Background: an optimization exercise with open tools, aiming at small area. Do not read the settings as production practice.
The RTL was checked by simulation tests, not by an equivalence proof against the original design.
No activity file was given, so power comes from the tool's default toggle rates.

== north ==
Design mix_core, start of the top module:
module mix_core (
    input  wire        clk,
    input  wire        rst,
    output wire        mem_req,
    output wire        mem_we,
    output wire [11:0] mem_addr,
    output wire [30:0] mem_wdata,
    input  wire        mem_ack,
    input  wire [30:0] mem_rdata,
    output wire        halted,
    output wire [2:0]  fault_kind,
    output wire [13:0] fault_operand,
    output reg  [11:0] pc,
    output reg         ov,
    output wire [30:0] rA,
    output wire [30:0] rX,
    output wire [12:0] rI1,
    output wire [12:0] rI2,
    output wire [12:0] rI3,
    output wire [12:0] rI4,
    output wire [12:0] rI5,
    output wire [12:0] rI6
);
Settings: LEC_CHECK=0, ABC_AREA=1, CAP_MARGIN=5, CORE_MARGIN=2, CORE_UTILIZATION=55, PLACE_DENSITY=0.7, SLEW_MARGIN=5; clock period 10.0 ns.
standard.sh (not shown) runs the stock make flow with config.mk's settings and CLKGATE_MAP_FILE= SYNTH_SCRIPT=/design/flow/synth_recipe.tcl, a recipe that flattens the netlist after the stock synthesis.
==> flow/flow/run.sh <==
#!/bin/bash
# Standard layout, with three changes: the combinational logic of the
# standard synthesis re-mapped by ABC with an area script (registers kept
# as the standard synthesis made them; eight seeds, the smallest kept), the
# smallest buffer on the ports, and a clock tree of small buffers.
set -euo pipefail
export BUFFER_PORTS_ARGS="-buffer_cell sky130_fd_sc_hd__buf_1"
export CTS_ARGS="-sink_clustering_enable -repair_clock_nets -dont_use_dummy_load -buf_list sky130_fd_sc_hd__clkbuf_4 -root_buf sky130_fd_sc_hd__clkbuf_8 -sink_clustering_buffer sky130_fd_sc_hd__clkbuf_4 -sink_clustering_size 9 -sink_clustering_max_diameter 45"
YOSYS=${YOSYS_EXE:-$(command -v yosys || echo "$FLOW_HOME/../tools/install/yosys/bin/yosys")}
R=orfs/results/$FLOW_PLATFORM/mix_core/base

bash standard.sh synth > standard_synth.log 2>&1
cp "$R/1_2_yosys.v" standard.v
cp "$FLOW_HOME/platforms/$FLOW_PLATFORM/lib/sky130_fd_sc_hd__tt_025C_1v80.lib" lib.lib
# two batches of four, so that each run gets a CPU of its own
for batch in "0 1 2 3" "4 5 6 7"; do
  for s in $batch; do
    sed "s/SEED/$s/" flow/remap.abc > remap_$s.abc
    sed "s#flow/remap.abc#remap_$s.abc#; s#remapped.v#remapped_$s.v#" flow/remap.ys > remap_$s.ys
    "$YOSYS" -s remap_$s.ys > remap_$s.log 2>&1 &
  done
  wait
done
# a re-mapped netlist much smaller than the standard one would mean lost logic
std=$(grep "Chip area" orfs/reports/$FLOW_PLATFORM/mix_core/base/synth_stat.txt | tail -1 | awk '{print $NF}')
best=""; besta=""
for s in 0 1 2 3 4 5 6 7; do
  a=$( (grep "Chip area" remap_$s.log || true) | tail -1 | awk '{print $NF}')
  echo "seed $s area $a" >> remap_pick.log
  if [[ -n "$a" ]] && awk "BEGIN{exit !($a > 0.8 * $std)}" && { [[ -z "$besta" ]] || awk "BEGIN{exit !($a < $besta)}"; }; then best=$s; besta=$a; fi
done
echo "picked seed $best area $besta" >> remap_pick.log
rm -f lib.lib
[[ -n "$best" ]] || { echo "no usable re-mapped netlist" >> remap_pick.log; exit 1; }
cp remapped_$best.v "$R/1_2_yosys.v"
bash standard.sh finish > standard_finish.log 2>&1
Other scripts of this flow, unchanged in this note and not shown: flow/flow/remap.abc, flow/flow/remap.ys
> inputs changed (north -> south)
diff --git a/flow/design.v b/flow/design.v
--- a/flow/design.v
+++ b/flow/design.v
@@ -280,23 +280,29 @@
     always @(posedge clk) begin
         if (en_a) a_m <= {(rot ? a_m[0] : newbit), a_m[29:1]};
         if (en_x) x_m <= {(rot ? x_m[0] : newbit), x_m[29:1]};
         if (en_i1) i1_m <= {(rot ? i1_m[0] : newbit), i1_m[11:1]};
         if (en_i2) i2_m <= {(rot ? i2_m[0] : newbit), i2_m[11:1]};
         if (en_i3) i3_m <= {(rot ? i3_m[0] : newbit), i3_m[11:1]};
         if (en_i4) i4_m <= {(rot ? i4_m[0] : newbit), i4_m[11:1]};
         if (en_i5) i5_m <= {(rot ? i5_m[0] : newbit), i5_m[11:1]};
         if (en_i6) i6_m <= {(rot ? i6_m[0] : newbit), i6_m[11:1]};
     end
     wire ld_ack = rd_ack & is_ld;
-    wire sg_d   = ~s_clear & (s_exec ? ad_sign : ld_sign);
     always @(posedge clk) begin
-        if (s_clear | (ld_ack & (dsel == 3'd0)) | (s_exec & end60 & is_ar)) a_s <= sg_d;
-        if (s_clear | (ld_ack & (dsel == 3'd7))) x_s  <= sg_d;
-        if (s_clear | (ld_ack & (dsel == 3'd1))) i1_s <= sg_d;
-        if (s_clear | (ld_ack & (dsel == 3'd2))) i2_s <= sg_d;
-        if (s_clear | (ld_ack & (dsel == 3'd3))) i3_s <= sg_d;
-        if (s_clear | (ld_ack & (dsel == 3'd4))) i4_s <= sg_d;
-        if (s_clear | (ld_ack & (dsel == 3'd5))) i5_s <= sg_d;
-        if (s_clear | (ld_ack & (dsel == 3'd6))) i6_s <= sg_d;
+        if (s_clear) begin
+            a_s <= 1'b0; x_s <= 1'b0;
+            i1_s <= 1'b0; i2_s <= 1'b0; i3_s <= 1'b0;
+            i4_s <= 1'b0; i5_s <= 1'b0; i6_s <= 1'b0;
+        end else begin
+            if ((ld_ack & (dsel == 3'd0)) | (s_exec & end60 & is_ar))
+                a_s <= s_exec ? ad_sign : ld_sign;
+            if (ld_ack & (dsel == 3'd7)) x_s  <= ld_sign;
+            if (ld_ack & (dsel == 3'd1)) i1_s <= ld_sign;
+            if (ld_ack & (dsel == 3'd2)) i2_s <= ld_sign;
+            if (ld_ack & (dsel == 3'd3)) i3_s <= ld_sign;
+            if (ld_ack & (dsel == 3'd4)) i4_s <= ld_sign;
+            if (ld_ack & (dsel == 3'd5)) i5_s <= ld_sign;
+            if (ld_ack & (dsel == 3'd6)) i6_s <= ld_sign;
+        end
     end
 endmodule
==> comparison <==
- south completed; timing, DRC and antenna clean
- Measured against south, the total power of north comes out at 1.6 times the reference value.
- As of south, synthesized instance count had risen by a few percent compared to north.
- south — first-pass GRT wire length 1.3% lower, north as reference
- Portion of the layout cell area used by non-clock buffers essentially unchanged between south and north.
- Post-detailed-routing wire length for south: about 2.4% down relative to north
- Comparing area occupied by multi-input gates for south and north, the smaller number came from north.
- Going from north to south, cell count now sits higher; area overhead of the layout relative to synthesis now sits lower; cell area now sits at about the same level; remaining max-slew budget at the tightest pin now sits lower.
- Compared with north, south shows a number of fillers in the final layout that is 21 higher.
- The maximum clock frequency of south is higher than that of north.
- south against north: routing usage on met3 went up 1.3 points, areal power density over the cells went down about 40%.

afterwards: timing with drivers on the ports:
In the flow no input, the clock included, has a driving cell. The finished layouts below were timed again as built, in two steps. Step 1 sets driving cells, clkbuf_16 on the clock port and buf_2 on the other inputs (assumed; they add their load-dependent delay and slew). Step 2 adds t to the input delays and takes it off the output delays; t is the mean of the earliest and latest rising clock arrival at the registers after step 1. Input paths then give back, and output paths get back, about the clock's delay inside the block. Three values: ideal ports, drivers, drivers and shift; two values: the first two.
run | shift t [ns] | slack for setup (ns) | clock arrival spread, ns
north | 0.552 | 4.982 / 4.940 / 4.988 | 0.071 / 0.071
south | 0.551 | 5.508 / 5.469 / 5.458 | 0.059 / 0.059
After both steps every run listed still meets setup and hold. The setup slack of south, which loses most, moves by -0.039 ns with the drivers and by -0.050 ns with both steps.
